Background: an optimization exercise with open tools, aiming at small area, a short achievable clock period and few clock cycles. Do not read the settings as production practice.
At most, simulation tests tie the RTL to the original design; equivalence was not proved.
No functional check of the RTL was part of runs 1, 2, 4 and 5.
Power is estimated from default activity; no workload was simulated.

==> design/flow/design.v <==
module rps_serial_core (
    input  wire       clk,
    input  wire       rst,         
    input  wire       drv_ready,   
    input  wire [7:0] in_port,     
    input  wire [9:0] dist_mm,     
    input  wire       tick,        
    input  wire       rx_valid,
    input  wire [7:0] rx_data,
    output wire       rx_ready,
    output wire       tx_valid,
    output wire [7:0] tx_data,
    input  wire       tx_ready,
    output wire [7:0] out_port     
);
    localparam [1:0] D_HUNT = 2'd0, D_LEN = 2'd1, D_PAY = 2'd2;
    localparam [2:0] R_OKAY = 3'd0, R_NC = 3'd1, R_IBIT = 3'd2, R_IMOT = 3'd3,
                     R_UNK  = 3'd4, R_POLL = 3'd5, R_XDOM = 3'd6;
    localparam [3:0] K_POLL = 4'd0, K_O = 4'd1, K_RESET = 4'd2, K_XDOM = 4'd3,
                     K_MD = 4'd4, K_MP = 4'd5, K_TRUE = 4'd6, K_FALSE = 4'd7,
                     K_STOP = 4'd8, K_FWD = 4'd9, K_REV = 4'd10, K_NONE = 4'd15;
    localparam [2:0] T_IDLE = 3'd0, T_H1 = 3'd1, T_H2 = 3'd2, T_ROM = 3'd3,
                     T_ECHO = 3'd4, T_NL = 3'd5, T_POLL = 3'd6;
    localparam [1:0] C_EQ = 2'd0, C_LT = 2'd1, C_GT = 2'd2;
    localparam integer TAP = 7;
    localparam [4:0] RD_WRAP = (16 + TAP + 1) % 17;
    localparam [7:0] A_PROB = 8'd0;
    localparam [7:0] A_NC = 8'd8;
    localparam [7:0] A_IBIT = 8'd48;
    localparam [7:0] A_IMOT = 8'd60;
    localparam [7:0] A_UNK = 8'd79;
    localparam [7:0] A_XDOM = 8'd97;
    localparam [7:0] A_OKAY = 8'd189;
    function [3:0] kw_len(input [3:0] k);
        case (k)
            4'd0: kw_len = 4'd4;
            4'd1: kw_len = 4'd1;
            4'd2: kw_len = 4'd9;
            4'd3: kw_len = 4'd15;
            4'd4: kw_len = 4'd2;
            4'd5: kw_len = 4'd2;
            4'd6: kw_len = 4'd4;
            4'd7: kw_len = 4'd5;
            4'd8: kw_len = 4'd7;
            4'd9: kw_len = 4'd7;
            4'd10: kw_len = 4'd7;
            default: kw_len = 4'd15;
        endcase
    endfunction
    function [7:0] kw_ch(input [7:0] kp);
        case (kp)
            8'h00: kw_ch = 8'h70;
            8'h01: kw_ch = 8'h6f;
            8'h02: kw_ch = 8'h6c;
            8'h03: kw_ch = 8'h6c;
            8'h10: kw_ch = 8'h6f;
            8'h20: kw_ch = 8'h72;
            8'h21: kw_ch = 8'h65;
            8'h22: kw_ch = 8'h73;
            8'h23: kw_ch = 8'h65;
            8'h24: kw_ch = 8'h74;
            8'h25: kw_ch = 8'h5f;
            8'h26: kw_ch = 8'h61;
            8'h27: kw_ch = 8'h6c;
            8'h28: kw_ch = 8'h6c;
            8'h30: kw_ch = 8'h63;
            8'h31: kw_ch = 8'h72;
            8'h32: kw_ch = 8'h6f;
            8'h33: kw_ch = 8'h73;
            8'h34: kw_ch = 8'h73;
            8'h35: kw_ch = 8'h64;
            8'h36: kw_ch = 8'h6f;
            8'h37: kw_ch = 8'h6d;
            8'h38: kw_ch = 8'h61;
            8'h39: kw_ch = 8'h69;
            8'h3a: kw_ch = 8'h6e;
            8'h3b: kw_ch = 8'h2e;
            8'h3c: kw_ch = 8'h78;
            8'h3d: kw_ch = 8'h6d;
            8'h3e: kw_ch = 8'h6c;
            8'h40: kw_ch = 8'h6d;
            8'h41: kw_ch = 8'h64;
            8'h50: kw_ch = 8'h6d;
            8'h51: kw_ch = 8'h70;
            8'h60: kw_ch = 8'h74;
            8'h61: kw_ch = 8'h72;
            8'h62: kw_ch = 8'h75;
            8'h63: kw_ch = 8'h65;
            8'h70: kw_ch = 8'h66;
            8'h71: kw_ch = 8'h61;
            8'h72: kw_ch = 8'h6c;
            8'h73: kw_ch = 8'h73;
            8'h74: kw_ch = 8'h65;
            8'h80: kw_ch = 8'h53;
            8'h81: kw_ch = 8'h74;
            8'h82: kw_ch = 8'h6f;
            8'h83: kw_ch = 8'h70;
            8'h84: kw_ch = 8'h70;
            8'h85: kw_ch = 8'h65;
            8'h86: kw_ch = 8'h64;
            8'h90: kw_ch = 8'h46;
            8'h91: kw_ch = 8'h6f;
            8'h92: kw_ch = 8'h72;
            8'h93: kw_ch = 8'h77;
            8'h94: kw_ch = 8'h61;
            8'h95: kw_ch = 8'h72;
            8'h96: kw_ch = 8'h64;
            8'ha0: kw_ch = 8'h52;
            8'ha1: kw_ch = 8'h65;
            8'ha2: kw_ch = 8'h76;
            8'ha3: kw_ch = 8'h65;
            8'ha4: kw_ch = 8'h72;
            8'ha5: kw_ch = 8'h73;
            8'ha6: kw_ch = 8'h65;
            default: kw_ch = 8'h00;
        endcase
    endfunction
    function [3:0] lim_dig(input [3:0] i);
        case (i)
            4'd0: lim_dig = 4'd2; 4'd1: lim_dig = 4'd1; 4'd2: lim_dig = 4'd4;
            4'd3: lim_dig = 4'd7; 4'd4: lim_dig = 4'd4; 4'd5: lim_dig = 4'd8;
            4'd6: lim_dig = 4'd3; 4'd7: lim_dig = 4'd6; 4'd8: lim_dig = 4'd4;
            default: lim_dig = 4'd8;
        endcase
    endfunction
    function [3:0] inc15(input [3:0] x);
        inc15 = (x == 4'd14) ? 4'd0 : x + 4'd1;
    endfunction
    function [4:0] inc17(input [4:0] x);
        inc17 = (x == 5'd16) ? 5'd0 : x + 5'd1;
    endfunction
    reg       drv_q;
    reg [6:0] in_q;
    reg [9:0] dist_q;
    always @(posedge clk) begin
        drv_q  <= drv_ready;
        in_q   <= in_port[6:0];
        dist_q <= dist_mm;
    end
    reg [4:0] ph;
    always @(posedge clk)
        if (rst) ph <= 5'd0;
        else     ph <= inc17(ph);
    reg       rx_rdy;
    reg       hv, tv;
    reg [7:0] hb, tb;
    wire      take;                        
    wire      fire = rx_valid & rx_rdy;
    wire      hv1  = take ? tv : hv;       
    assign rx_ready = rx_rdy;
    always @(posedge clk) begin
        if (rst) begin
            hv <= 1'b0; tv <= 1'b0; rx_rdy <= 1'b1;
        end else begin
            hv <= hv1 | fire;
            tv <= (tv & ~take) | (fire & hv1);
            rx_rdy <= ~((tv & ~take) | (fire & hv1));
        end
        if (!hv1)      hb <= rx_data;
        else if (take) hb <= tb;
        if (hv1 && (take || !tv)) tb <= rx_data;
    end
    reg [1:0] dst;
    reg [7:0] flen;           
    reg [7:0] j;              
    reg       fin, act;       
    reg [2:0] nseg;           
    reg [3:0] kw;             
    reg [3:0] pos;            
    reg       alive;          
    reg       neg, dig, bad;  
    reg [3:0] sig;            
    reg [1:0] cmp;            
    reg [2:0] val;            
    reg [1:0] pq;             
    reg       found;
    reg [3:0] name;           
    reg       c_ok, c01, c1;  
    reg       v_ok;           
    reg [2:0] v;              
    reg [3:0] wc;             
    reg [4:0] exps;           
    reg [3:0] fc;             
    reg [4:0] fs;             
    reg [3:0] fspan;          
    reg       o1, o2;
    reg [3:0] mot;            
    reg [1:0] dir0, dir1;
    reg [2:0] pow0, pow1;
    reg [1:0] t4, t3;
    reg [2:0] tst;
    reg [2:0] tk;
    reg [7:0] tl;             
    reg [7:0] ra;             
    reg [3:0] rc;             
    reg [4:0] rs;             
    reg [1:0] t_o;            
    wire [3:0] pl = ra[7:4];  
    wire [3:0] pc = ra[3:0];  
    wire [11:0] bcd = {tl, rc};   
    wire [3:0] dd = rs[3:0];      
    reg       prot;           
    reg [3:0] budget;         
    reg       pend;
    reg [1:0] eh;             
    reg [7:0] txd, sb;
    reg       txv, sbv;
    wire [3:0] klen   = kw_len(kw);
    wire       match  = alive && (pos == klen);
    wire       int_ok = dig && !bad &&
                        ((sig < 4'd10) || ((sig == 4'd10) && (neg ? (cmp != C_GT) : (cmp == C_LT))));
    wire       is0    = (val == 3'd0);
    wire       is1    = !neg && (val == 3'd1);
    wire [2:0] pw     = neg ? 3'd0 : ((val >= 3'd6) ? 3'd6 : val);
    wire [3:0] seg_name = (match && kw <= K_MP) ? kw : K_NONE;
    wire [1:0] seg_dir  = (match && kw == K_FWD) ? 2'd1 :
                          (match && kw == K_REV) ? 2'd2 : 2'd0;
    reg        s3_ok;
    reg  [2:0] s3_v;
    always @(*) begin
        s3_ok = 1'b0; s3_v = 3'd0;
        case (name)
            K_O:  begin s3_ok = match && (kw == K_TRUE || kw == K_FALSE);
                        s3_v = {2'd0, kw == K_TRUE}; end
            K_MD: begin s3_ok = 1'b1; s3_v = {1'b0, seg_dir}; end
            K_MP: begin s3_ok = int_ok; s3_v = pw; end
            default: ;
        endcase
    end
    wire ok3 = (nseg >= 3'd3) && c_ok && v_ok;
    reg [2:0] kind;
    always @(*) begin
        kind = R_UNK;
        if (nseg != 3'd0) begin
            case (name)
                K_POLL:  kind = drv_q ? R_POLL : R_NC;
                K_RESET: kind = R_OKAY;
                K_XDOM:  kind = R_XDOM;
                K_O:     if (ok3) kind = c01 ? R_OKAY : R_IBIT;
                K_MD, K_MP: if (ok3) kind = c01 ? R_OKAY : R_IMOT;
                default: kind = R_UNK;
            endcase
        end
    end
    wire do_set = act && (nseg != 3'd0) && ok3 && c01;
    wire       hold    = pend | (act & found);
    wire       push;
    wire       tx_load = (tst == T_IDLE) && hold && push;
    wire       first   = (j == 8'd0);
    wire       adv     = first || (exps == 5'd0);
    wire       pay_ok  = (first || (ph == exps)) && (!adv || !prot || (budget != 4'd0));
    wire [3:0] wcol    = adv ? inc15(wc) : wc;
    assign take = hv && ((dst == D_HUNT) ||
                         (dst == D_LEN && (!hold || tx_load)) ||
                         (dst == D_PAY && pay_ok));
    wire       wr      = take && (dst == D_PAY);
    wire       is_dig  = (hb >= "0") && (hb <= "9");
    wire [3:0] dval    = hb[3:0];
    always @(posedge clk) begin
        if (rst) begin
            dst <= D_HUNT; fin <= 1'b0; act <= 1'b0; wc <= 4'd0;
        end else begin
            act <= fin;
            fin <= 1'b0;
            if (take) begin
                case (dst)
                    D_HUNT: if (hb == 8'haa) dst <= D_LEN;
                    D_LEN: begin
                        dst <= (hb == 8'd0) ? D_HUNT : D_PAY;
                    end
                    default: begin
                        if (j + 8'd1 == flen) begin
                            dst <= D_HUNT;
                            fin <= 1'b1;
                        end
                    end
                endcase
            end
            if (wr) wc <= wcol;
        end
        if (take && dst == D_LEN) begin
            flen <= hb;
            j    <= 8'd0;
        end else if (wr)
            j <= j + 8'd1;
        if (wr) begin
            exps <= inc17(ph);
            if (first) begin
                fc <= wcol; fs <= ph; fspan <= 4'd1;
            end else if (adv && fspan != 4'd15)
                fspan <= fspan + 4'd1;
        end
        if (take && dst == D_LEN) begin
            nseg <= 3'd0; name <= K_NONE; pq <= 2'd0; found <= 1'b0;
        end
        if ((take && dst == D_LEN) || (wr && hb == "/")) begin
            kw <= K_NONE; pos <= 4'd0; alive <= 1'b1;
            neg <= 1'b0; dig <= 1'b0; bad <= 1'b0;
            sig <= 4'd0; cmp <= C_EQ; val <= 3'd0;
        end else if (wr && nseg != 3'd0) begin
            if (pos != 4'd15) pos <= pos + 4'd1;
            if (pos == 4'd0) begin
                alive <= 1'b1;
                if (nseg == 3'd1) begin
                    case (hb)
                        "p": kw <= K_POLL;
                        "o": kw <= K_O;
                        "r": kw <= K_RESET;
                        "c": kw <= K_XDOM;
                        "m": kw <= K_MD;
                        default: alive <= 1'b0;
                    endcase
                end else if (nseg == 3'd3) begin
                    case (hb)
                        "t": kw <= K_TRUE;
                        "f": kw <= K_FALSE;
                        "S": kw <= K_STOP;
                        "F": kw <= K_FWD;
                        "R": kw <= K_REV;
                        default: alive <= 1'b0;
                    endcase
                end else
                    alive <= 1'b0;
            end else if (kw == K_MD && pos == 4'd1 && hb == "p")
                kw <= K_MP;
            else if (!(pos < klen && hb == kw_ch({kw, pos})))
                alive <= 1'b0;
            if (hb == "-" && pos == 4'd0)
                neg <= 1'b1;
            else if (is_dig) begin
                dig <= 1'b1;
                if (sig != 4'd0 || dval != 4'd0) begin
                    if (sig != 4'd11) sig <= sig + 4'd1;
                    if (sig < 4'd10 && cmp == C_EQ)
                        cmp <= (dval < lim_dig(sig)) ? C_LT :
                               (dval > lim_dig(sig)) ? C_GT : C_EQ;
                end
                val <= (val == 3'd0) ? ((dval > 4'd7) ? 3'd7 : dval[2:0]) : 3'd7;
            end else
                bad <= 1'b1;
        end
        if ((wr && hb == "/") || fin) begin
            case (nseg)
                3'd1: name <= seg_name;
                3'd2: begin c_ok <= int_ok; c01 <= is0 | is1; c1 <= is1; end
                3'd3: begin v_ok <= s3_ok; v <= s3_v; end
                default: ;
            endcase
        end
        if (wr && hb == "/" && nseg != 3'd4)
            nseg <= nseg + 3'd1;
        if (wr) begin
            case (pq)
                2'd0: pq <= (hb == "p") ? 2'd1 : 2'd0;
                2'd1: pq <= (hb == "o") ? 2'd2 : (hb == "p") ? 2'd1 : 2'd0;
                2'd2: pq <= (hb == "l") ? 2'd3 : (hb == "p") ? 2'd1 : 2'd0;
                default: begin
                    if (hb == "l") found <= 1'b1;
                    pq <= (hb == "p") ? 2'd1 : 2'd0;
                end
            endcase
        end
    end
    wire [119:0] ring_top;
    genvar gc;
    generate
        for (gc = 0; gc < 15; gc = gc + 1) begin : g_col
            reg [135:0] r;
            always @(posedge clk)
                r <= {r[127:0], (wr && wcol == gc) ? hb : r[135:128]};
            assign ring_top[gc*8 +: 8] = r[8*TAP +: 8];
        end
    endgenerate
    wire [7:0] ring_rd = ring_top[rc*8 +: 8];
    wire [5:0] fs_t  = {1'b0, fs} + TAP + 6'd1;
    wire [4:0] fs_rd = (fs_t >= 6'd17) ? fs_t[4:0] - 5'd17 : fs_t[4:0];
    function on_now(input [2:0] p, input [1:0] m4, input [1:0] m3);
        case (p)
            3'd0: on_now = 1'b0;
            3'd1: on_now = (m4 == 2'd3);
            3'd2: on_now = (m3 == 2'd2);
            3'd3: on_now = m4[0];
            3'd4: on_now = (m3 != 2'd0);
            3'd5: on_now = (m4 != 2'd0);
            default: on_now = 1'b1;
        endcase
    endfunction
    wire on0 = on_now(pow0, t4, t3);
    wire on1 = on_now(pow1, t4, t3);
    wire [3:0] mot_nx = {on1 && dir1 == 2'd2, on1 && dir1 == 2'd1,
                         on0 && dir0 == 2'd2, on0 && dir0 == 2'd1};
    always @(posedge clk) begin
        if (rst) begin
            o1 <= 1'b0; o2 <= 1'b0; mot <= 4'd0;
            dir0 <= 2'd0; dir1 <= 2'd0; pow0 <= 3'd0; pow1 <= 3'd0;
            t4 <= 2'd0; t3 <= 2'd0;
        end else begin
            if (tick && drv_q) begin
                mot <= mot_nx;
                t4  <= t4 + 2'd1;
                t3  <= (t3 == 2'd2) ? 2'd0 : t3 + 2'd1;
            end
            if (act && (nseg != 3'd0) && name == K_RESET) begin
                dir0 <= 2'd0; dir1 <= 2'd0;
            end
            if (do_set) begin
                case (name)
                    K_O:  if (c1) o2 <= v[0]; else o1 <= v[0];
                    K_MD: if (c1) dir1 <= v[1:0]; else dir0 <= v[1:0];
                    K_MP: if (c1) pow1 <= v; else pow0 <= v;
                    default: ;
                endcase
            end
        end
    end
    assign out_port = {mot, 1'b0, o2, o1, 1'b0};
    reg [7:0] rom_q;
    always @(*) begin
        case (ra)
            8'd0: rom_q = 8'h5f;
            8'd1: rom_q = 8'h70;
            8'd2: rom_q = 8'h72;
            8'd3: rom_q = 8'h6f;
            8'd4: rom_q = 8'h62;
            8'd5: rom_q = 8'h6c;
            8'd6: rom_q = 8'h65;
            8'd7: rom_q = 8'hed;
            8'd8: rom_q = 8'h20;
            8'd9: rom_q = 8'h54;
            8'd10: rom_q = 8'h68;
            8'd11: rom_q = 8'h65;
            8'd12: rom_q = 8'h20;
            8'd13: rom_q = 8'h44;
            8'd14: rom_q = 8'h69;
            8'd15: rom_q = 8'h67;
            8'd16: rom_q = 8'h69;
            8'd17: rom_q = 8'h74;
            8'd18: rom_q = 8'h61;
            8'd19: rom_q = 8'h6c;
            8'd20: rom_q = 8'h20;
            8'd21: rom_q = 8'h32;
            8'd22: rom_q = 8'h20;
            8'd23: rom_q = 8'h50;
            8'd24: rom_q = 8'h69;
            8'd25: rom_q = 8'h66;
            8'd26: rom_q = 8'h61;
            8'd27: rom_q = 8'h63;
            8'd28: rom_q = 8'h65;
            8'd29: rom_q = 8'h20;
            8'd30: rom_q = 8'h69;
            8'd31: rom_q = 8'h73;
            8'd32: rom_q = 8'h20;
            8'd33: rom_q = 8'h6e;
            8'd34: rom_q = 8'h6f;
            8'd35: rom_q = 8'h74;
            8'd36: rom_q = 8'h20;
            8'd37: rom_q = 8'h63;
            8'd38: rom_q = 8'h6f;
            8'd39: rom_q = 8'h6e;
            8'd40: rom_q = 8'h6e;
            8'd41: rom_q = 8'h65;
            8'd42: rom_q = 8'h63;
            8'd43: rom_q = 8'h74;
            8'd44: rom_q = 8'h65;
            8'd45: rom_q = 8'h64;
            8'd46: rom_q = 8'h2e;
            8'd47: rom_q = 8'h8a;
            8'd48: rom_q = 8'h20;
            8'd49: rom_q = 8'h69;
            8'd50: rom_q = 8'h6e;
            8'd51: rom_q = 8'h76;
            8'd52: rom_q = 8'h61;
            8'd53: rom_q = 8'h6c;
            8'd54: rom_q = 8'h69;
            8'd55: rom_q = 8'h64;
            8'd56: rom_q = 8'h20;
            8'd57: rom_q = 8'h62;
            8'd58: rom_q = 8'h69;
            8'd59: rom_q = 8'hf4;
            8'd60: rom_q = 8'h3a;
            8'd61: rom_q = 8'h20;
            8'd62: rom_q = 8'h69;
            8'd63: rom_q = 8'h6e;
            8'd64: rom_q = 8'h76;
            8'd65: rom_q = 8'h61;
            8'd66: rom_q = 8'h6c;
            8'd67: rom_q = 8'h69;
            8'd68: rom_q = 8'h64;
            8'd69: rom_q = 8'h20;
            8'd70: rom_q = 8'h6d;
            8'd71: rom_q = 8'h6f;
            8'd72: rom_q = 8'h74;
            8'd73: rom_q = 8'h6f;
            8'd74: rom_q = 8'h72;
            8'd75: rom_q = 8'h20;
            8'd76: rom_q = 8'h69;
            8'd77: rom_q = 8'h64;
            8'd78: rom_q = 8'h8a;
            8'd79: rom_q = 8'h20;
            8'd80: rom_q = 8'h75;
            8'd81: rom_q = 8'h6e;
            8'd82: rom_q = 8'h6b;
            8'd83: rom_q = 8'h6e;
            8'd84: rom_q = 8'h6f;
            8'd85: rom_q = 8'h77;
            8'd86: rom_q = 8'h6e;
            8'd87: rom_q = 8'h20;
            8'd88: rom_q = 8'h63;
            8'd89: rom_q = 8'h6f;
            8'd90: rom_q = 8'h6d;
            8'd91: rom_q = 8'h6d;
            8'd92: rom_q = 8'h61;
            8'd93: rom_q = 8'h6e;
            8'd94: rom_q = 8'h64;
            8'd95: rom_q = 8'h3a;
            8'd96: rom_q = 8'ha0;
            8'd97: rom_q = 8'h3c;
            8'd98: rom_q = 8'h63;
            8'd99: rom_q = 8'h72;
            8'd100: rom_q = 8'h6f;
            8'd101: rom_q = 8'h73;
            8'd102: rom_q = 8'h73;
            8'd103: rom_q = 8'h2d;
            8'd104: rom_q = 8'h64;
            8'd105: rom_q = 8'h6f;
            8'd106: rom_q = 8'h6d;
            8'd107: rom_q = 8'h61;
            8'd108: rom_q = 8'h69;
            8'd109: rom_q = 8'h6e;
            8'd110: rom_q = 8'h2d;
            8'd111: rom_q = 8'h70;
            8'd112: rom_q = 8'h6f;
            8'd113: rom_q = 8'h6c;
            8'd114: rom_q = 8'h69;
            8'd115: rom_q = 8'h63;
            8'd116: rom_q = 8'h79;
            8'd117: rom_q = 8'h3e;
            8'd118: rom_q = 8'h3c;
            8'd119: rom_q = 8'h61;
            8'd120: rom_q = 8'h6c;
            8'd121: rom_q = 8'h6c;
            8'd122: rom_q = 8'h6f;
            8'd123: rom_q = 8'h77;
            8'd124: rom_q = 8'h2d;
            8'd125: rom_q = 8'h61;
            8'd126: rom_q = 8'h63;
            8'd127: rom_q = 8'h63;
            8'd128: rom_q = 8'h65;
            8'd129: rom_q = 8'h73;
            8'd130: rom_q = 8'h73;
            8'd131: rom_q = 8'h2d;
            8'd132: rom_q = 8'h66;
            8'd133: rom_q = 8'h72;
            8'd134: rom_q = 8'h6f;
            8'd135: rom_q = 8'h6d;
            8'd136: rom_q = 8'h20;
            8'd137: rom_q = 8'h64;
            8'd138: rom_q = 8'h6f;
            8'd139: rom_q = 8'h6d;
            8'd140: rom_q = 8'h61;
            8'd141: rom_q = 8'h69;
            8'd142: rom_q = 8'h6e;
            8'd143: rom_q = 8'h3d;
            8'd144: rom_q = 8'h22;
            8'd145: rom_q = 8'h2a;
            8'd146: rom_q = 8'h22;
            8'd147: rom_q = 8'h20;
            8'd148: rom_q = 8'h74;
            8'd149: rom_q = 8'h6f;
            8'd150: rom_q = 8'h2d;
            8'd151: rom_q = 8'h70;
            8'd152: rom_q = 8'h6f;
            8'd153: rom_q = 8'h72;
            8'd154: rom_q = 8'h74;
            8'd155: rom_q = 8'h73;
            8'd156: rom_q = 8'h3d;
            8'd157: rom_q = 8'h22;
            8'd158: rom_q = 8'h35;
            8'd159: rom_q = 8'h30;
            8'd160: rom_q = 8'h32;
            8'd161: rom_q = 8'h31;
            8'd162: rom_q = 8'h30;
            8'd163: rom_q = 8'h22;
            8'd164: rom_q = 8'h2f;
            8'd165: rom_q = 8'h3e;
            8'd166: rom_q = 8'h3c;
            8'd167: rom_q = 8'h2f;
            8'd168: rom_q = 8'h63;
            8'd169: rom_q = 8'h72;
            8'd170: rom_q = 8'h6f;
            8'd171: rom_q = 8'h73;
            8'd172: rom_q = 8'h73;
            8'd173: rom_q = 8'h2d;
            8'd174: rom_q = 8'h64;
            8'd175: rom_q = 8'h6f;
            8'd176: rom_q = 8'h6d;
            8'd177: rom_q = 8'h61;
            8'd178: rom_q = 8'h69;
            8'd179: rom_q = 8'h6e;
            8'd180: rom_q = 8'h2d;
            8'd181: rom_q = 8'h70;
            8'd182: rom_q = 8'h6f;
            8'd183: rom_q = 8'h6c;
            8'd184: rom_q = 8'h69;
            8'd185: rom_q = 8'h63;
            8'd186: rom_q = 8'h79;
            8'd187: rom_q = 8'h3e;
            8'd188: rom_q = 8'h8a;
            8'd189: rom_q = 8'h6f;
            8'd190: rom_q = 8'h6b;
            8'd191: rom_q = 8'h61;
            8'd192: rom_q = 8'h79;
            8'd193: rom_q = 8'h8a;
            default: rom_q = 8'h80;
        endcase
    end
    reg       pbit;
    reg [2:0] pnum;
    always @(*) begin
        case (pl)
            4'd0: begin pbit = in_q[0]; pnum = 3'd0; end
            4'd1: begin pbit = in_q[1]; pnum = 3'd1; end
            4'd2: begin pbit = t_o[0];  pnum = 3'd0; end
            4'd3: begin pbit = in_q[2]; pnum = 3'd2; end
            4'd4: begin pbit = t_o[1];  pnum = 3'd1; end
            4'd5: begin pbit = in_q[3]; pnum = 3'd3; end
            4'd6: begin pbit = in_q[4]; pnum = 3'd4; end
            4'd7: begin pbit = in_q[5]; pnum = 3'd5; end
            default: begin pbit = in_q[6]; pnum = 3'd6; end
        endcase
    end
    wire [2:0] ndig = (dist_q >= 10'd1000) ? 3'd4 : (dist_q >= 10'd100) ? 3'd3 :
                      (dist_q >= 10'd10) ? 3'd2 : 3'd1;
    wire [2:0] dr   = ndig - 3'd1 - (pc[2:0] - 3'd2);    
    wire [3:0] dsel = (dr == 3'd0) ? bcd[3:0] : (dr == 3'd1) ? bcd[7:4] :
                      (dr == 3'd2) ? bcd[11:8] : 4'd1;
    wire       pl_last = (pl == 4'd9) ? (pc == {1'b0, ndig} + 4'd2) :
                                        (pbit ? (pc == 4'd8) : (pc == 4'd9));
    reg [7:0] pchar;
    always @(*) begin
        if (pl == 4'd9) begin
            if (pc == 4'd0)      pchar = "d";
            else if (pc == 4'd1) pchar = " ";
            else if (pl_last)    pchar = 8'h0a;
            else                 pchar = {4'h3, dsel};
        end else begin
            case (pc)
                4'd0: pchar = (pl == 4'd2 || pl == 4'd4) ? "o" : "i";
                4'd1: pchar = "/";
                4'd2: pchar = {5'b00110, pnum};
                4'd3: pchar = " ";
                4'd4: pchar = pbit ? "t" : "f";
                4'd5: pchar = pbit ? "r" : "a";
                4'd6: pchar = pbit ? "u" : "l";
                4'd7: pchar = pbit ? "e" : "s";
                4'd8: pchar = pbit ? 8'h0a : "e";
                default: pchar = 8'h0a;
            endcase
        end
    end
    wire       idle  = (tst == T_IDLE);
    wire [2:0] ck    = idle ? kind : tk;
    wire [7:0] cl    = idle ? flen : tl;
    wire [1:0] co    = idle ? {o2, o1} : t_o;
    wire [3:0] nf = {3'd0, ~in_q[0]} + {3'd0, ~in_q[1]} + {3'd0, ~in_q[2]} +
                    {3'd0, ~in_q[3]} + {3'd0, ~in_q[4]} + {3'd0, ~in_q[5]} +
                    {3'd0, ~in_q[6]} + {3'd0, ~co[0]} + {3'd0, ~co[1]};
    wire [8:0] unk_n = {1'b0, cl} + 9'd27;
    wire       nhi   = (ck == R_UNK) && unk_n[8];
    wire       found_now = found || (wr && pq == 2'd3 && hb == "l");
    wire       early = found_now && !hold && ((dst == D_PAY) || fin) &&
                       ((eh == 2'd0) || (eh == 2'd1 && flen < 8'd229));
    wire [7:0] body0 = (ck == R_OKAY) ? A_OKAY : (ck == R_XDOM) ? A_XDOM :
                       (ck == R_POLL) ? 8'd0 : A_PROB;
    reg  [7:0] nlo;
    always @(*) begin
        case (ck)
            R_OKAY:  nlo = 8'd5;
            R_NC:    nlo = 8'd48;
            R_IBIT:  nlo = 8'd20;
            R_IMOT:  nlo = 8'd27;
            R_UNK:   nlo = unk_n[7:0];
            R_POLL:  nlo = 8'd84 + {4'd0, nf} + {5'd0, ndig};
            default: nlo = 8'd92;
        endcase
    end
    reg       pvalid;
    reg [7:0] pbyte;
    always @(*) begin
        pvalid = 1'b1;
        case (tst)
            T_IDLE: begin
                pvalid = hold || early;
                pbyte  = (eh == 2'd0) ? 8'haa : (eh == 2'd1) ? {7'd0, nhi && hold} : nlo;
            end
            T_H1:   pbyte = {7'd0, nhi};
            T_H2:   pbyte = nlo;
            T_ROM:  pbyte = {1'b0, rom_q[6:0]};
            T_ECHO: begin pvalid = (ph == rs); pbyte = ring_rd; end
            T_NL:   pbyte = 8'h0a;
            default: pbyte = pchar;
        endcase
    end
    assign push = pvalid && !sbv;
    always @(posedge clk) begin
        if (rst) begin
            tst <= T_IDLE; prot <= 1'b0; pend <= 1'b0; eh <= 2'd0;
        end else begin
            pend <= hold && !tx_load;
            if (push) begin
                case (tst)
                    T_IDLE: begin
                        if (hold) begin
                            eh  <= 2'd0;
                            tst <= (eh == 2'd0) ? T_H1 : (eh == 2'd1) ? T_H2 :
                                   (kind == R_POLL) ? T_POLL : T_ROM;
                        end else
                            eh <= eh + 2'd1;
                    end
                    T_H1:   tst <= T_H2;
                    T_H2:   tst <= (tk == R_POLL) ? T_POLL : T_ROM;
                    T_ROM:  if (rom_q[7] && ra != A_PROB + 8'd7)
                                tst <= (tk == R_UNK) ? T_ECHO : T_IDLE;
                    T_ECHO: if (tl == 8'd1) begin tst <= T_NL; prot <= 1'b0; end
                    T_NL:   tst <= T_IDLE;
                    default: if (pl_last && pl == 4'd9) tst <= T_IDLE;
                endcase
            end
            if (tx_load) begin
                prot   <= (kind == R_UNK);
                budget <= 4'd15 - fspan;
            end else if (wr && adv && budget != 4'd0)
                budget <= budget - 4'd1;
        end
        if (tx_load) begin
            tk  <= kind;
            tl  <= (kind == R_UNK) ? flen : 8'd0;
            rc  <= (kind == R_UNK) ? fc : 4'd0;
            rs  <= (kind == R_UNK) ? fs_rd : 5'd0;
            t_o <= {o2, o1};
        end else if (tk == R_POLL && dd != 4'd10) begin
            {tl, rc} <= {bcd[10:8] + ((bcd[11:8] >= 4'd5) ? 3'd3 : 3'd0),
                         bcd[7:4]  + ((bcd[7:4]  >= 4'd5) ? 4'd3 : 4'd0),
                         bcd[3:0]  + ((bcd[3:0]  >= 4'd5) ? 4'd3 : 4'd0),
                         dist_q[4'd9 - dd]};
            rs  <= {1'b0, dd + 4'd1};
        end
        if (push) begin
            case (tst)
                T_IDLE: ra <= body0;
                T_H2:   ra <= body0;
                T_ROM: begin
                    if (rom_q[7])
                        ra <= (tk == R_NC) ? A_NC : (tk == R_IBIT) ? A_IBIT :
                              (tk == R_IMOT) ? A_IMOT : A_UNK;
                    else
                        ra <= ra + 8'd1;
                end
                T_ECHO: begin
                    tl <= tl - 8'd1;
                    rs <= inc17(rs);
                    if (rs == RD_WRAP) rc <= inc15(rc);
                end
                T_POLL: begin
                    if (pl_last) ra <= {pl + 4'd1, 4'd0};
                    else         ra <= ra + 8'd1;
                end
                default: ;
            endcase
        end
    end
    wire adv_out = ~txv | tx_ready;
    always @(posedge clk) begin
        if (rst) begin
            txv <= 1'b0; sbv <= 1'b0;
        end else if (adv_out) begin
            txv <= sbv | push;
            sbv <= 1'b0;
        end else if (push)
            sbv <= 1'b1;
        if (adv_out) begin
            if (sbv)       txd <= sb;
            else if (push) txd <= pbyte;
        end else if (push)
            sb <= pbyte;
    end
    assign tx_valid = txv;
    assign tx_data  = txd;
endmodule
==> design/flow/run.sh <==
#!/bin/bash
# synth_recipe.tcl (not shown) runs the flow's synth.tcl, then flattens the netlist and writes it again
# the make line also repeats each setting of config.mk as NAME=value (left out here)
make -C /OpenROAD-flow-scripts/flow DESIGN_CONFIG=/design/flow/config.mk WORK_HOME=/design/flow/orfs CLKGATE_MAP_FILE= SYNTH_SCRIPT=/design/flow/synth_recipe.tcl finish
==> design/flow/config.mk <==
export PLATFORM = sky130hd
export DESIGN_NAME = rps_serial_core
export DESIGN_NICKNAME = rps_serial_core
export VERILOG_FILES = /design/flow/design.v
export SDC_FILE = /design/flow/constraint.sdc
export NUM_CORES = 4
export LEC_CHECK = 0
export CAP_MARGIN = 20
export CORE_MARGIN = 2
export CORE_UTILIZATION = 65
export CTS_BUF_LIST = sky130_fd_sc_hd__clkbuf_16
export CTS_CLUSTER_DIAMETER = 60
export CTS_CLUSTER_SIZE = 24
export PLACE_DENSITY = 0.75
export SLEW_MARGIN = 20
==> design/flow/constraint.sdc <==
create_clock -name core_clock -period 110.0 [get_ports {clk}]
set_input_delay 22.0000 -clock core_clock [delete_from_list [all_inputs] [get_ports {clk}]]
set_output_delay 22.0000 -clock core_clock [all_outputs]
set_load 0.01 [all_outputs]
==> impl_metrics.json, run 1 <==
{
  "cp.arrival_ns": 1.71,
  "max_freq_ghz": 0.0422,
  "nets": 4447,
  "worstHoldPathCells": 0,
  "synth_area_leader_cell": "dfxtp_1",
  "critPathMaxFanout": 2,
  "syn_area_um2": 59700,
  "synth-main-ff-cell": "dfxtp_1",
  "p_per_area_nw_per_um2": 20.9,
  "met1_usage_pct": 33.9,
  "final_cells": 5545,
  "holdCritStartpoint": "g_col[5].r[37]",
  "holdCritPathClass": "reg2reg",
  "power_uw": 1350,
  "first_global_vias": 29400,
  "grt_max_degree": 46,
  "power_leakage_uw": 0.0253,
  "start_util_pct": 65.3,
  "n_fill_cell": 6048,
  "dp.cells": 5394,
  "post_cts_resized": 0,
  "yosys-top-cells-area": "dfxtp_1 (73%), edfxtp_1 (4.4%), mux2_2 (2.5%)",
  "cts.sinks": 2257,
  "cts_htree_levels": 3,
  "use_met3_pct": 3.26,
  "wl_per_cell_um": 20.0,
  "cp_top_family": "buffers and inverters",
  "clk_pin_slew_ns": 0.09,
  "grtUsageMet2_pct": 38.1,
  "ios": 50,
  "grt_pass1_wl_um": 172000,
  "cp_slowest_cell": "clkdlybuf4s50_1",
  "synth_common_cells": "dfxtp_1 (2170), nand2_1 (227), nor2_1 (202), a21oi_1 (161), mux2_2 (133)",
  "drt-initial-drc-count": 2687,
  "die_x_um": 307,
  "gp_congestion": 0.910,
  "viasPerCell": 5.41,
  "numCtsBuffers": 113,
  "clk_latency_ns": 0.75,
  "worst_setup_path_start_kind": "register",
  "rr_worst_depth": 20,
  "setup_tns_ns": 0,
  "tightest_slew_ns": 1.12,
  "busiest_layer": "met2",
  "maxSlewViolCount": 0,
  "rows": 111,
  "slew_headroom_pct": 25.3,
  "r2r-end": "rom_q[6]",
  "ctsLongestPathBuffers": 3,
  "area_growth_pct": 7.99,
  "path_class": "reg2out",
  "synth-edff-count": 87,
  "port_buffers": 46,
  "ir_worst_vdd_v": 0.0000173,
  "holdPathEnd": "g_col[5].r[45]",
  "r2r-start": "j[0]",
  "hold_viol": 0,
  "cts_setup_buffers": 0,
  "design.die.area_um2": 94300,
  "yosysWarningCount": 3,
  "ys_seq_area_share_pct": 77.1,
  "worstPathCellList": "clkdlybuf4s50_1",
  "die_y_um": 307,
  "drt-total-wl_um": 111000,
  "cts-root-buf": "clkbuf_16",
  "cp-end-kind": "output port",
  "finalCritPeriodShare_pct": 21.6,
  "yosysMostFrequentCell": "dfxtp_1",
  "multiInputGateArea_um2": 12500,
  "status": "finished clean",
  "drc_errors": 0,
  "skew_ns": 0.103,
  "route.vias.total": 30000,
  "seqCellArea_um2": 46100,
  "drtPass1Iterations": 7,
  "cts_tree": "yes",
  "postRouteAntennaNets": 0,
  "slowest_delay_ns": 0.57,
  "antenna_found_initial": 0,
  "rsz0062_at_grt": "no",
  "setup-violations-final": 0,
  "synthDistinctLibCells": 114,
  "dp_hpwl_um": 67900,
  "core_area_um2": 91400,
  "grt-ovfl-total": 0,
  "synth_cells": 4295,
  "path_buf_inv": 1,
  "antenna_cells": 0,
  "grtUsageTotal_pct": 23.6,
  "min_period_ns": 23.71,
  "synthArstFlopShare_pct": 0,
  "synth_top_cell_area_share_pct": 72.8,
  "ys_seq_elements": 2257,
  "postCtsHoldBufs": 0,
  "r2r_setup_slack_ns": 102.98,
  "drv_cap": 0,
  "avgSynthCellArea_um2": 13.9,
  "drive_above_1_share_pct": 9.18,
  "required_ns": 88.00
}
==> per-layer routing <==
metal	vias up	share of wire [%]
met5	-	0
met3	192	4.1
met1	14600	47
met4	0	2.4
met2	710	46
li1	14500	-
==> metrics by stage <==
stage                     setup WS (ns)  instance area (um2)  util [%]  hold WS (ns)
after floorplan                   86.88                59700         -         0.310
after global placement            86.66                61200      67.0         0.310
after detailed placement          86.62                61200      67.0         0.312
after CTS                         86.26                64500      70.6         0.315
after global routing              86.24                64500      70.6         0.322
final                             86.29                64500      70.6         0.316
==> where the power goes <==
group,switching (uW),internal [uW],total (uW)
Sequential,12.0,826,838
Clock,250,194,444
Combinational,37.6,26.8,64.4
==> cells in the final DEF (no fill, tap or decap), types with 29 or more instances in the layout <==
master and instances:
o21ai_0 128, a31oi_1 31, mux2i_1 38, nor2b_1 37
xnor2_1 52, a211oi_1 29, nand3_1 73, clkbuf_16 114
ha_1 83, o211ai_1 31, nand2_1 227, nor2_1 198
clkdlybuf4s50_1 45, nor3_1 59, dfxtp_1 2168, a21oi_1 161
mux4_2 35, inv_1 108, mux2_2 133, buf_4 37
xor2_1 39, nand2b_1 30, edfxtp_1 87
==> cells by family after synthesis <==
logic type	Yosys count	synth area share (%)
xor+xnor	91	1.33
compound gates	603	6.73
buf+inv	274	1.93
flops	2257	77.1
mux	210	4.59
simple gates	766	6.22
other cells	1	0.00628
fa+ha+maj	93	2.06
==> worst max-delay path by stage <==
stage / depth (start not counted) / to / slack (ns) / from
floorplan: 3 / sb[0] / 86.88 / tx_ready
global placement: 5 / mot[0] / 86.66 / tick
detailed placement: 5 / mot[0] / 86.62 / tick
CTS: 1 / rx_ready / 86.26 / rx_rdy
global route: 1 / rx_ready / 86.24 / rx_rdy
finish: 1 / rx_ready / 86.29 / rx_rdy
==> area by class of cell <==
cell class | count | share of cell area, %
sequential | 2257 | 71.4
multi-input combinational | 1765 | 19.4
clock buffer | 114 | 4.42
tap | 1186 | 2.30
timing repair buffer | 83 | 1.14
clock inverter | 37 | 0.677
inverter | 103 | 0.600
==> sequential cells by signal, indices dropped and copies added, names as in the netlist, 5 cells and up, named ones only <==
signal	count
dist_q	10
exps	5
flen	8
fs	5
g_col.r	2040
hb	8
in_q	7
j	8
ph	5
ra	8
rom_q	8
rs	5
sb	8
tb	8
tl	8
txd	8
==> run 2: changes to the inputs <==
--- a/design/flow/config.mk
+++ b/design/flow/config.mk
@@ -8,8 +8,8 @@
 export CAP_MARGIN = 20
 export CORE_MARGIN = 2
 export CORE_UTILIZATION = 65
-export CTS_BUF_LIST = sky130_fd_sc_hd__clkbuf_16
-export CTS_CLUSTER_DIAMETER = 60
-export CTS_CLUSTER_SIZE = 24
+export CTS_BUF_LIST = sky130_fd_sc_hd__clkbuf_8
+export CTS_CLUSTER_DIAMETER = 50
+export CTS_CLUSTER_SIZE = 16
 export PLACE_DENSITY = 0.75
 export SLEW_MARGIN = 20
==> run 2 against run 1 <==
Net effect: register-to-register slack improved by 0.11 ns; clock power shrank 9.7%; critical path depth unchanged; worst setup slack got worse by 0.10 ns; design area down 0.67%; area after synthesis did not move; die area unchanged; via count is 0.11% higher; sequential share of layout area up 0.48 points; highest routed layer unchanged.
==> impl_metrics.json, run 2 <==
{
  "rr_worst_depth": 20,
  "synthDistinctLibCells": 114,
  "required_ns": 88.00,
  "hold_viol": 0,
  "skew_ns": 0.0741,
  "drive_above_1_share_pct": 10.5,
  "cts_htree_levels": 4,
  "ctsLongestPathBuffers": 3,
  "tightest_slew_ns": 1.08,
  "finalCritPeriodShare_pct": 21.6,
  "wl_per_cell_um": 19.0,
  "placed_cell_area_um2": 61200,
  "ys_seq_elements": 2257,
  "die_y_um": 307,
  "synth_common_cells": "dfxtp_1 (2170), nand2_1 (227), nor2_1 (202), a21oi_1 (161), mux2_2 (133)",
  "grt_max_degree": 46,
  "pwr-share-comb_pct": 4.9,
  "top_layer": "met4",
  "design.die.area_um2": 94300,
  "dp_hpwl_um": 67900,
  "holdCritPathClass": "reg2reg",
  "cp-end-kind": "output port",
  "gp_congestion": 0.910,
  "post_cts_resized": 0,
  "wl_met2_um": 47800,
  "setup_tns_ns": 0,
  "grt-ovfl-total": 0,
  "numCtsBuffers": 170,
  "cp_slowest_cell": "clkdlybuf4s50_1",
  "drtPass1Iterations": 6,
  "clk_pin_slew_ns": 0.09,
  "fin_area_um2": 64100,
  "route.vias.total": 30000,
  "slowest_delay_ns": 0.57,
  "cp.arrival_ns": 1.81,
  "rows": 111,
  "synthArstFlopShare_pct": 0,
  "swShare_pct": 22.2,
  "synth_top_cell_area_share_pct": 72.8,
  "postCtsHoldBufs": 0,
  "postRouteAntennaNets": 0,
  "startpoint": "rx_rdy",
  "top_regs": "g_col.r (2040), dist_q (10)",
  "r2r_setup_slack_ns": 103.09,
  "yosys-top-cells-area": "dfxtp_1 (73%), edfxtp_1 (4.4%), mux2_2 (2.5%)",
  "critPathMaxFanout": 2,
  "crit_end": "rx_ready",
  "n_fill_cell": 6177,
  "start_util_pct": 65.3,
  "synth-main-ff-cell": "dfxtp_1",
  "cts_setup_buffers": 0,
  "cp.depth": 1,
  "p_per_area_nw_per_um2": 20.3,
  "holdCritStartpoint": "g_col[10].r[77]",
  "maxSlewViolCount": 0,
  "hold_slack_ns": 0.304,
  "final_common_cell": "dfxtp_1",
  "grtUsageTotal_pct": 22.9,
  "nets": 4504,
  "die_x_um": 307,
  "status": "finished clean",
  "cts.sinks": 2257,
  "avgSynthCellArea_um2": 13.9,
  "ios": 50,
  "power_leakage_uw": 0.0252,
  "grt_pass1_wl_um": 167000,
  "cts-root-buf": "clkbuf_8",
  "drc_errors": 0,
  "regMostFlops": "g_col.r",
  "yosysWarningCount": 3,
  "final_cell_mix": "dfxtp_1 (2168), nand2_1 (227), nor2_1 (198)",
  "core_area_um2": 91400,
  "wl_met1_um": 51500,
  "drt-total-wl_um": 107000,
  "min_period_ns": 23.81,
  "yosysMostFrequentCell": "dfxtp_1",
  "path_buf_inv": 1,
  "synth_area_leader_cell": "dfxtp_1",
  "p_seq_share_pct": 64.3,
  "p_clk_share_pct": 30.8,
  "cts_tree": "yes",
  "max_freq_ghz": 0.0420,
  "area_growth_pct": 7.27,
  "power_uw": 1300,
  "dr_wl_met3_um": 4900,
  "drt-initial-drc-count": 2638,
  "largest_register_ffs": 2040,
  "worst_slack_ns": 86.19,
  "syn_area_um2": 59700,
  "slew_headroom_pct": 28.1,
  "r2r-start": "j[0]",
  "ir_worst_vdd_v": 0.0000174,
  "synth_cells": 4295,
  "place_ws_ns": 86.62,
  "first_global_vias": 29300,
  "r2r-end": "rom_q[6]",
  "path_class": "reg2out",
  "setup-violations-final": 0,
  "synth-edff-count": 87,
  "viasPerCell": 5.35,
  "antenna_found_initial": 3,
  "clk_latency_ns": 0.86,
  "port_buffers": 46,
  "ys_seq_area_share_pct": 77.1,
  "p_int_uw": 1010,
  "drv_cap": 0,
  "worst_setup_path_start_kind": "register",
  "cp_top_family": "buffers and inverters",
  "p_switching_uw": 290,
  "worstPathCellList": "clkdlybuf4s50_1",
  "rsz0062_at_grt": "no"
}
run 2: final cells by class:
class                   instances  area, um2  area share [%]
well taps                    1186       1480            2.32
clock inverters                40        474           0.740
inverters                     103        387           0.604
repair buffers                 83        733            1.14
flip-flops and latches       2257      46100            71.9
diodes                          2       5.00         0.00781
multi-input cells            1765      12500            19.6
clock buffers                 173       2380            3.72
run 2: worst min path at each step:
stage | to | slack [ns] | depth (start not counted)
finish | g_col[10].r[85] | 0.30 | 0
global route | g_col[7].r[16] | 0.31 | 0
CTS | g_col[7].r[16] | 0.31 | 0
detailed placement | g_col[0].r[49] | 0.31 | 0
global placement | g_col[2].r[76] | 0.31 | 0
floorplan | g_col[0].r[100] | 0.31 | 0
run 2: per-layer routing:
layer  GRT usage, %  vias up
met5              0        -
met4           7.80        0
li1               -    14600
met1           33.2    14400
met2           35.3      760
met3           3.62      183
run 2: cell families after synthesis:
family | after synthesis | synth area share, %
simple gates | 766 | 6.22
other cells | 1 | 0.00628
mux | 210 | 4.59
buf+inv | 274 | 1.93
flops | 2257 | 77.1
xor+xnor | 91 | 1.33
fa+ha+maj | 93 | 2.06
compound gates | 603 | 6.73
run 2: power groups by stage:
stage	Combinational (uW)	Clock, uW	Sequential [uW]
after floorplan	51.9	0	848
after global placement	62.9	0	857
after detailed placement	64.2	0	857
after CTS	64.4	412	838
after global routing	71.3	440	839
final	64.4	401	838
run 2: stage by stage:
stage | util (%) | std cells
after floorplan | - | 4296
after global placement | 67.0 | 5394
after detailed placement | 67.0 | 5394
after CTS | 70.1 | 5607
after global routing | 70.1 | 5608
final | 70.1 | 5609
==> run 3: changes to the inputs <==
--- a/design/flow/design.v
+++ b/design/flow/design.v
@@ -667,7 +667,7 @@
                     {3'd0, ~in_q[6]} + {3'd0, ~co[0]} + {3'd0, ~co[1]};
     wire [8:0] unk_n = {1'b0, cl} + 9'd27;
     wire       nhi   = (ck == R_UNK) && unk_n[8];
-    wire       found_now = found || (wr && pq == 2'd3 && hb == "l");
+    wire       found_now = found || (hv && dst == D_PAY && pq == 2'd3 && hb == "l");
     wire       early = found_now && !hold && ((dst == D_PAY) || fin) &&
                        ((eh == 2'd0) || (eh == 2'd1 && flen < 8'd229));
     wire [7:0] body0 = (ck == R_OKAY) ? A_OKAY : (ck == R_XDOM) ? A_XDOM :
==> design/flow/flow/run.sh (new file) <==
#!/bin/bash
# Standard layout, with faster cells for the port buffers.
set -euo pipefail
cd "$(dirname "$0")/.."
export BUFFER_PORTS_ARGS="-buffer_cell sky130_fd_sc_hd__buf_4"
bash standard.sh finish > standard.log 2>&1
==> design/flow/standard.sh (new file) <==
#!/bin/bash
# synth_recipe.tcl (not shown) runs the flow's synth.tcl, then flattens the netlist and writes it again
# the make line also repeats each setting of config.mk as NAME=value (left out here)
make -C /OpenROAD-flow-scripts/flow DESIGN_CONFIG=/design/flow/config.mk WORK_HOME=/design/flow/orfs CLKGATE_MAP_FILE= SYNTH_SCRIPT=/design/flow/synth_recipe.tcl "${@:-finish}"
removed: design/flow/run.sh
==> run 3 against run 2 <==
Net effect: global-route usage grew 0.21 points; combinational power shrank about 10%; die area shrank 0.18%; routed wire length grew 0.41%; largest cell class unchanged; area after synthesis shrank 0.18%; critical path depth is the same; largest power group unchanged; first-iteration DRC count shrank 4.5%; power shrank 0.72%.
==> impl_metrics.json, run 3 <==
{
  "post_cts_resized": 0,
  "worst_slack_ns": 86.49,
  "ys_seq_elements": 2257,
  "largest_register_ffs": 2040,
  "drt-total-wl_um": 107000,
  "cts_htree_levels": 4,
  "setup_tns_ns": 0,
  "path_class": "reg2out",
  "grt-ovfl-total": 0,
  "drtPass1Iterations": 6,
  "port_buffers": 46,
  "antenna_found_initial": 5,
  "critPathMaxFanout": 1,
  "synth_xor_area_share_pct": 1.26,
  "start_util_pct": 65.3,
  "drc_errors": 0,
  "yosys-top-cells-area": "dfxtp_1 (73%), edfxtp_1 (4.4%), mux2_2 (2.5%)",
  "syn_area_um2": 59600,
  "worstPathCellList": "buf_4",
  "final_common_cell": "dfxtp_1",
  "hold_viol": 0,
  "top_regs": "g_col.r (2040), dist_q (10)",
  "ir_worst_vdd_v": 0.0000176,
  "multiInputGateArea_um2": 12500,
  "required_ns": 88.00,
  "grt_pass1_wl_um": 167000,
  "gp_congestion": 0.948,
  "tightest_slew_ns": 1.04,
  "wl_per_cell_um": 19.1,
  "slew_headroom_pct": 29.7,
  "synth_area_leader_cell": "dfxtp_1",
  "cts_setup_buffers": 0,
  "postRouteAntennaNets": 0,
  "yosysWarningCount": 1,
  "synthDistinctLibCells": 103,
  "grtUsageTotal_pct": 23.1,
  "yosys.area_share.simple_pct": 6.35,
  "rsz0062_at_grt": "no",
  "finalCritPeriodShare_pct": 21.4,
  "p_per_area_nw_per_um2": 20.3,
  "skew_ns": 0.0645,
  "synth-main-ff-cell": "dfxtp_1",
  "synth_top_cell_area_share_pct": 72.9,
  "slowest_delay_ns": 0.46,
  "maxSlewViolCount": 0,
  "power_leakage_uw": 0.0252,
  "grt_max_degree": 49,
  "holdCritPathClass": "reg2reg",
  "cts.sinks": 2257,
  "die_y_um": 307,
  "synth_compound_area_share_pct": 6.33,
  "seqCellArea_um2": 46100,
  "drt-initial-drc-count": 2519,
  "final_cell_mix": "dfxtp_1 (2168), nand2_1 (218), nor2_1 (210)",
  "ctsLongestPathBuffers": 3,
  "numCtsBuffers": 168,
  "synth_top_family_by_area": "simple AND/OR/NAND/NOR gates",
  "design.die.area_um2": 94100,
  "dp_hpwl_um": 66900,
  "ios": 50,
  "route.vias.total": 30100,
  "first_global_vias": 29600,
  "hold_slack_ns": 0.277,
  "max_freq_ghz": 0.0425,
  "post-route-util_pct": 70.0,
  "cp_top_family": "flip-flops",
  "drive_above_1_share_pct": 11.6,
  "synth_mux_area_share_pct": 4.74,
  "cts_tree": "yes",
  "clk_pin_slew_ns": 0.09,
  "ys_seq_area_share_pct": 77.3,
  "die_x_um": 307,
  "synthAdderAreaFrac_pct": 2.15,
  "cts-root-buf": "clkbuf_8",
  "synth-edff-count": 87,
  "rows": 111,
  "area_growth_pct": 7.14,
  "viasPerCell": 5.37,
  "synthArstFlopShare_pct": 0,
  "path_buf_inv": 1,
  "n_fill_cell": 5940,
  "dp.cells": 5390,
  "yosysMostFrequentCell": "dfxtp_1",
  "place_ws_ns": 86.41,
  "avgSynthCellArea_um2": 13.9,
  "cp-end-kind": "output port",
  "min_period_ns": 23.51,
  "status": "finished clean",
  "clk_latency_ns": 0.87,
  "regMostFlops": "g_col.r",
  "setup-violations-final": 0,
  "synth_cells": 4282,
  "drv_cap": 0,
  "postCtsHoldBufs": 0,
  "final_cells": 5606,
  "core_area_um2": 91200,
  "cp.arrival_ns": 1.51,
  "nets": 4502,
  "synth_common_cells": "dfxtp_1 (2170), nand2_1 (218), nor2_1 (212), a21oi_1 (138), mux2_2 (133)",
  "cp_slowest_cell": "edfxtp_1",
  "worst_setup_path_start_kind": "register"
}
run 3: metrics by stage:
step | cell area (um2) | total power, uW
finish | 63900 | 1290
global route | 63900 | 1340
CTS | 63800 | 1300
detailed placement | 61000 | 915
global placement | 61000 | 914
floorplan | 59600 | 896
run 3: worst paths after layout:
check | from | to | slack (ns) | cells past startpoint
max reg2reg | dist_q[3] | rom_q[3] | 103.48 | 20
min | g_col[13].r[10] | g_col[13].r[18] | 0.28 | 0
min reg2reg | g_col[13].r[10] | g_col[13].r[18] | 0.28 | 0
max | txd[4] | tx_data[4] | 86.49 | 1
run 3: kinds of logic after synthesis:
| group | after synthesis |
|---|---|
| adders and majority gates | 97 |
| DFF | 2257 |
| AOI/OAI and AO/OA | 567 |
| and+or+nand+nor | 782 |
| other | 1 |
| muxes | 222 |
| buffers and inverters | 270 |
| xor gates and xnor gates | 86 |
run 3: layout make-up:
type | count | area share [%]
Timing Repair Buffer | 87 | 1.02
Clock buffer | 172 | 3.71
Sequential cell | 2257 | 72.1
Inverter | 104 | 0.611
Multi-Input combinational cell | 1756 | 19.5
Antenna cell | 2 | 0.00784
Clock inverter | 42 | 0.696
Tap cell | 1186 | 2.32
run 3: metal layers:
layer	global-route usage (%)	share of wire (%)	up-vias
li1	-	-	14600
met1	32.7	47	14400
met2	36.1	45	859
met3	4.11	5.1	209
met4	8.14	2.6	0
met5	0	0	-
run 3: where the power goes:
part	internal, uW	switching [uW]	total [uW]
Sequential	825	13.3	839
Combinational	25.3	32.5	57.8
Clock	156	242	397
Testbench counts of run 3, summed over its fixed seeds: cycles 23,256.
==> run 4: changes to the inputs <==
--- a/design/flow/design.v
+++ b/design/flow/design.v
@@ -182,7 +182,6 @@
     reg [4:0] exps;           
     reg [3:0] fc;             
     reg [4:0] fs;             
-    reg [3:0] fspan;          
     reg       o1, o2;
     reg [3:0] mot;            
     reg [1:0] dir0, dir1;
@@ -200,7 +199,7 @@
     wire [11:0] bcd = {tl, rc};   
     wire [3:0] dd = rs[3:0];      
     reg       prot;           
-    reg [3:0] budget;         
+    reg       plong;          
     reg       pend;
     reg [1:0] eh;             
     reg [7:0] txd, sb;
@@ -248,7 +247,7 @@
     wire       tx_load = (tst == T_IDLE) && hold && push;
     wire       first   = (j == 8'd0);
     wire       adv     = first || (exps == 5'd0);
-    wire       pay_ok  = (first || (ph == exps)) && (!adv || !prot || (budget != 4'd0));
+    wire       pay_ok  = (first || (ph == exps)) && (!adv || !prot || (!plong && wcol != rc));
     wire [3:0] wcol    = adv ? inc15(wc) : wc;
     assign take = hv && ((dst == D_HUNT) ||
                          (dst == D_LEN && (!hold || tx_load)) ||
@@ -286,9 +285,8 @@
         if (wr) begin
             exps <= inc17(ph);
             if (first) begin
-                fc <= wcol; fs <= ph; fspan <= 4'd1;
-            end else if (adv && fspan != 4'd15)
-                fspan <= fspan + 4'd1;
+                fc <= wcol; fs <= ph;
+            end
         end
         if (take && dst == D_LEN) begin
             nseg <= 3'd0; name <= K_NONE; pq <= 2'd0; found <= 1'b0;
@@ -728,9 +726,8 @@
             end
             if (tx_load) begin
                 prot   <= (kind == R_UNK);
-                budget <= 4'd15 - fspan;
-            end else if (wr && adv && budget != 4'd0)
-                budget <= budget - 4'd1;
+                plong  <= (flen >= 8'd239);
+            end
         end
         if (tx_load) begin
             tk  <= kind;
==> design/flow/config.mk (replaced) <==
export PLATFORM = sky130hd
export DESIGN_NAME = rps_serial_core
export DESIGN_NICKNAME = rps_serial_core
export VERILOG_FILES = /design/flow/design.v
export SDC_FILE = /design/flow/constraint.sdc
export NUM_CORES = 4
export LEC_CHECK = 0
export ABC_AREA = 1
export CAP_MARGIN = 20
export CORE_MARGIN = 2
export CORE_UTILIZATION = 65
export CTS_BUF_LIST = sky130_fd_sc_hd__clkbuf_16
export CTS_CLUSTER_DIAMETER = 50
export CTS_CLUSTER_SIZE = 32
export PLACE_DENSITY = 0.75
export SLEW_MARGIN = 20
==> run 4 against run 3 <==
Net effect: still clean on timing, DRC and antenna; clock-buffer cell count is 55 lower; first-iteration DRC count is 6.3% higher; non-clock buffer count is 30 lower; clock power is 26% higher; routed wire length is 7.0% higher; sequential cell count is 7 lower; clock skew is 0.026 ns lower; maximum frequency is 1.1% higher; worst hold slack better by 0.030 ns.
==> impl_metrics.json, run 4 <==
{
  "status": "finished clean",
  "path_buf_inv": 1,
  "drv_cap": 0,
  "holdCritPathClass": "reg2reg",
  "synth_cells": 4836,
  "clk_latency_ns": 0.73,
  "core_area_um2": 90100,
  "tightest_slew_ns": 1.07,
  "maxSlewViolCount": 0,
  "synthArstFlopShare_pct": 0,
  "cp-end-kind": "output port",
  "yosysMostFrequentCell": "dfxtp_1",
  "placed_cell_area_um2": 60600,
  "rsz0062_at_grt": "no",
  "post_cts_resized": 0,
  "syn_area_um2": 59200,
  "fin_area_um2": 64700,
  "min_period_ns": 23.26,
  "setup-violations-final": 0,
  "met1_usage_pct": 35.7,
  "grt-ovfl-total": 0,
  "cts_setup_buffers": 0,
  "drive_above_1_share_pct": 8.06,
  "port_buffers": 46,
  "synth-main-ff-cell": "dfxtp_1",
  "synth_common_cells": "dfxtp_1 (2170), nand2_1 (765), inv_1 (310), nand3_1 (227), o21ai_0 (204)",
  "max_freq_ghz": 0.0430,
  "yosys.area_share.simple_pct": 10.9,
  "cp_top_family": "flip-flops",
  "p_per_area_nw_per_um2": 22.0,
  "slowest_delay_ns": 0.39,
  "synthAdderAreaFrac_pct": 2.04,
  "place_ws_ns": 86.54,
  "yosys-top-cells-area": "dfxtp_1 (73%), nand2_1 (4.9%), edfxtp_1 (4.1%)",
  "worst_slack_ns": 86.74,
  "cts_htree_levels": 3,
  "synth_mux_area_share_pct": 0,
  "drc_errors": 0,
  "gp_congestion": 0.945,
  "finalCritPeriodShare_pct": 21.1,
  "dp_hpwl_um": 72000,
  "ctsLongestPathBuffers": 3,
  "required_ns": 88.00,
  "cp.arrival_ns": 1.26,
  "worstPathCellList": "buf_4",
  "top_regs": "g_col.r (2040), dist_q (10)",
  "rows": 110,
  "first_global_vias": 31500,
  "hold_slack_ns": 0.308,
  "synth_top_family_by_area": "simple AND/OR/NAND/NOR gates",
  "cts.sinks": 2250,
  "yosysWarningCount": 1,
  "busiest_layer": "met2",
  "design.die.area_um2": 93500,
  "hold_viol": 0,
  "antenna_found_initial": 3,
  "synthDistinctLibCells": 74,
  "synth_compound_area_share_pct": 5.85,
  "regMostFlops": "g_col.r",
  "synth_top_cell_area_share_pct": 73.4,
  "die_x_um": 306,
  "grtUsageTotal_pct": 24.5,
  "power_uw": 1420,
  "largest_register_ffs": 2040,
  "critPathMaxFanout": 1,
  "postRouteAntennaNets": 0,
  "avgSynthCellArea_um2": 12.2,
  "worst_setup_path_start_kind": "register",
  "synth_area_leader_cell": "dfxtp_1",
  "drt-initial-drc-count": 2678,
  "skew_ns": 0.0388,
  "nets": 5030,
  "synth-edff-count": 80,
  "ys_seq_area_share_pct": 77.5,
  "grt_max_degree": 47,
  "use_met3_pct": 3.52,
  "wl_per_cell_um": 18.6,
  "cp_slowest_cell": "edfxtp_1",
  "die_y_um": 306,
  "area_growth_pct": 9.28,
  "viasPerCell": 5.25,
  "cts_tree": "yes",
  "cts-root-buf": "clkbuf_16",
  "final_cell_mix": "dfxtp_1 (2170), nand2_1 (765), inv_1 (312)",
  "ir_worst_vdd_v": 0.0000167,
  "ys_seq_elements": 2250,
  "ios": 50,
  "numCtsBuffers": 115,
  "grtUsageMet2_pct": 38.5,
  "drt-total-wl_um": 115000,
  "clk_pin_slew_ns": 0.11,
  "final_common_cell": "dfxtp_1",
  "start_util_pct": 65.7,
  "power_leakage_uw": 0.0266,
  "setup_tns_ns": 0,
  "slew_headroom_pct": 28.3,
  "synth_xor_area_share_pct": 0.651,
  "drtPass1Iterations": 7,
  "path_class": "reg2out",
  "grt_pass1_wl_um": 178000,
  "route.vias.total": 32400,
  "postCtsHoldBufs": 0
}
## run 4: changes by cell type after synthesis, sizes merged, moves of 30 or more
cell and delta:
inv +234, o21ai +151, nand4 +33, nor2b -32
a22oi +30, mux2 -135, mux4 -33, mux2i -54
nand3 +169, nand2 +601, xnor2 -49, clkbuf -65
## run 4: per-layer routing
| metal | vias up | wire, um |
|---|---|---|
| met5 | - | 0 |
| met4 | 0 | 3040 |
| met3 | 209 | 6120 |
| met1 | 15500 | 54200 |
| met2 | 950 | 51300 |
| li1 | 15800 | - |
## run 4: worst paths after layout
check | from | endpoint | slack, ns | cells past startpoint
min | g_col[6].r[96] | g_col[6].r[104] | 0.31 | 0
max | txd[6] | tx_data[6] | 86.74 | 1
max reg2reg | hb[0] | rom_q[3] | 105.01 | 24
min reg2reg | g_col[6].r[96] | g_col[6].r[104] | 0.31 | 0
## run 4: layout make-up
class	instances	area, um2
inverters	345	1310
repair buffers	57	432
fillers	6011	25500
well taps	1176	1470
clock buffers	117	2930
clock inverters	95	1180
multi-input cells	2138	11500
flip-flops and latches	2250	45800
diodes	1	2.50
## run 4: power breakdown
group          switching, uW  leakage [uW]  total, uW  internal [uW]
registers               10.9        0.0182        836            825
logic                   61.4       0.00640       87.8           26.3
clock network            282       0.00198        500            218
total                    354        0.0266       1420           1070
## run 4: metrics by stage
stage          cells  utilization [%]
2_1_floorplan   4837                -
6_report        6179             71.7
3_3_place_gp    5965             67.2
3_5_place_dp    5965             67.2
4_1_cts         6177             71.7
5_1_grt         6178             71.7
## run 4: logic make-up after synthesis
family / count (synthesis)
fa+ha+maj: 91
simple gates: 1407
xor+xnor: 44
buf+inv: 449
other cells: 1
compound gates: 594
flops: 2250
==> run 5: changes to the inputs <==
--- a/design/flow/config.mk
+++ b/design/flow/config.mk
@@ -9,8 +9,8 @@
 export CAP_MARGIN = 20
 export CORE_MARGIN = 2
 export CORE_UTILIZATION = 65
-export CTS_BUF_LIST = sky130_fd_sc_hd__clkbuf_16
-export CTS_CLUSTER_DIAMETER = 50
-export CTS_CLUSTER_SIZE = 32
+export CTS_BUF_LIST = sky130_fd_sc_hd__clkbuf_8
+export CTS_CLUSTER_DIAMETER = 45
+export CTS_CLUSTER_SIZE = 20
 export PLACE_DENSITY = 0.75
 export SLEW_MARGIN = 20
==> run 5 against run 4 <==
Net effect: combinational power barely moved; clock skew rose by 0.0056 ns; still clean on timing, DRC and antenna; design area fell by 1.6%; highest routed layer unchanged; first-iteration DRC count fell by 4.2%.
==> impl_metrics.json, run 5 <==
{
  "cts.sinks": 2250,
  "cp.arrival_ns": 1.41,
  "drc_errors": 0,
  "synth_cells": 4836,
  "skew_ns": 0.0445,
  "cp_top_family": "flip-flops",
  "viasPerCell": 5.19,
  "max_freq_ghz": 0.0427,
  "synth-main-ff-cell": "dfxtp_1",
  "postCtsHoldBufs": 0,
  "hold_viol": 0,
  "status": "finished clean",
  "holdCritStartpoint": "g_col[4].r[65]",
  "drtPass1Iterations": 5,
  "power_uw": 1340,
  "cts_setup_buffers": 0,
  "regMostFlops": "g_col.r",
  "r2r-start": "dist_q[9]",
  "grtUsageTotal_pct": 24.1,
  "wl_per_cell_um": 17.9,
  "cp_slowest_cell": "edfxtp_1",
  "setup_tns_ns": 0,
  "synthArstFlopShare_pct": 0,
  "ir_worst_vdd_v": 0.0000185,
  "grt_pass1_wl_um": 174000,
  "cts-root-buf": "clkbuf_8",
  "slew_headroom_pct": 27.1,
  "worstHoldPathCells": 0,
  "min_period_ns": 23.41,
  "numCtsBuffers": 158,
  "synthDistinctLibCells": 74,
  "port_buffers": 46,
  "clk_pin_slew_ns": 0.12,
  "r2r_setup_slack_ns": 105.02,
  "clk_latency_ns": 0.86,
  "p_per_area_nw_per_um2": 21.1,
  "path_buf_inv": 1,
  "postRouteAntennaNets": 0,
  "critPathMaxFanout": 1,
  "die_y_um": 306,
  "first_global_vias": 31200,
  "die_x_um": 306,
  "path_class": "reg2out",
  "holdPathEnd": "g_col[4].r[73]",
  "drv_cap": 0,
  "nets": 5073,
  "finalCritPeriodShare_pct": 21.3,
  "final_cell_mix": "dfxtp_1 (2170), nand2_1 (765), inv_1 (315)",
  "slowest_delay_ns": 0.40,
  "worstPathCellList": "buf_4",
  "rr_worst_depth": 25,
  "antenna_found_initial": 1,
  "required_ns": 88.00,
  "ios": 50,
  "grt_max_degree": 47,
  "ys_seq_elements": 2250,
  "worst_setup_path_start_kind": "register",
  "setup-violations-final": 0,
  "avgSynthCellArea_um2": 12.2,
  "worst_slack_ns": 86.59,
  "dp_hpwl_um": 72000,
  "drt-initial-drc-count": 2565,
  "largest_register_ffs": 2040,
  "synth-edff-count": 80,
  "final_common_cell": "dfxtp_1",
  "synth_common_cells": "dfxtp_1 (2170), nand2_1 (765), inv_1 (310), nand3_1 (227), o21ai_0 (204)",
  "cp-end-kind": "output port",
  "post_cts_resized": 0,
  "cts_htree_levels": 4,
  "tightest_slew_ns": 1.09,
  "maxSlewViolCount": 0
}
## run 5: cell counts after synthesis
Identical to the previous run, type by type.
## run 5: kinds of logic (layout without fill, tap and decap cells)
kind of cell | count (synthesis) | in the layout | synth area share (%)
flops | 2250 | 2250 | 77.5
simple gates | 1407 | 1407 | 10.9
compound gates | 594 | 594 | 5.85
buf+inv | 449 | 637 | 3.13
fa+ha+maj | 91 | 91 | 2.04
xor+xnor | 44 | 44 | 0.651
other cells | 1 | 4 | 0.00634
## run 5: final cells by class
| cell class | instances | area, um2 |
|---|---|---|
| Antenna cell | 2 | 5.00 |
| Multi-Input combinational cell | 2138 | 11500 |
| Timing Repair Buffer | 57 | 432 |
| Inverter | 345 | 1310 |
| Sequential cell | 2250 | 45800 |
| Tap cell | 1176 | 1470 |
| Fill cell | 6183 | 26500 |
| Clock inverter | 67 | 754 |
| Clock buffer | 168 | 2310 |
## run 5: report_power, final
| group | switching [uW] | total, uW | internal, uW |
|---|---|---|---|
| clock | 254 | 416 | 162 |
| combinational | 61.3 | 87.7 | 26.4 |
| sequential | 10.8 | 836 | 825 |
## run 5: worst max-delay path by stage
stage | startpoint | to
2_1_floorplan | tx_ready | sb[0]
3_3_place_gp | rst | t4[0]
6_report | txd[6] | tx_data[6]
4_1_cts | txd[6] | tx_data[6]
3_5_place_dp | rst | pow1[2]
5_1_grt | txd[6] | tx_data[6]
## run 5: stage by stage
step           instance area [um2]  hold WS [ns]  cells  util, %
2_1_floorplan                59200         0.310   4837        -
3_3_place_gp                 60600         0.310   5965     67.2
3_5_place_dp                 60600         0.312   5965     67.2
4_1_cts                      63600         0.318   6200     70.6
5_1_grt                      63600         0.316   6202     70.6
6_report                     63600         0.315   6203     70.6
## run 5: routing by layer
| metal | up-vias | part of all wire (%) | track usage, % |
|---|---|---|---|
| met5 | - | 0 | 0 |
| met4 | 0 | 2.8 | 8.05 |
| met3 | 228 | 5.5 | 4.22 |
| met2 | 939 | 44 | 36.6 |
| met1 | 15200 | 48 | 35.2 |
| li1 | 15800 | - | - |

[afterwards: timing with drivers on the ports]
Ports are ideal in the flow. The routed layouts listed here were re-timed in OpenROAD.
Step 1 sets driving cells, clkbuf_16 on the clock port and buf_2 on the other inputs (assumed; they add their load-dependent delay and slew).
Step 2 also shifts input and output timing later by t, the mid clock arrival at the registers, as if the neighbouring blocks saw the same clock.
a / b / c = ideal / step 1 / step 2; a / b = the first two.
| run | t, ns | setup slack, ns |
|---|---|---|
| run 1 | 0.766 | 86.292 / 86.221 / 86.572 |
| run 2 | 0.878 | 86.192 / 86.127 / 86.551 |
| run 3 | 0.901 | 86.490 / 86.427 / 86.714 |
| run 4 | 0.776 | 86.736 / 86.668 / 86.499 |
| run 5 | 0.905 | 86.591 / 86.525 / 86.493 |
After both steps setup and hold are still met in every run listed.
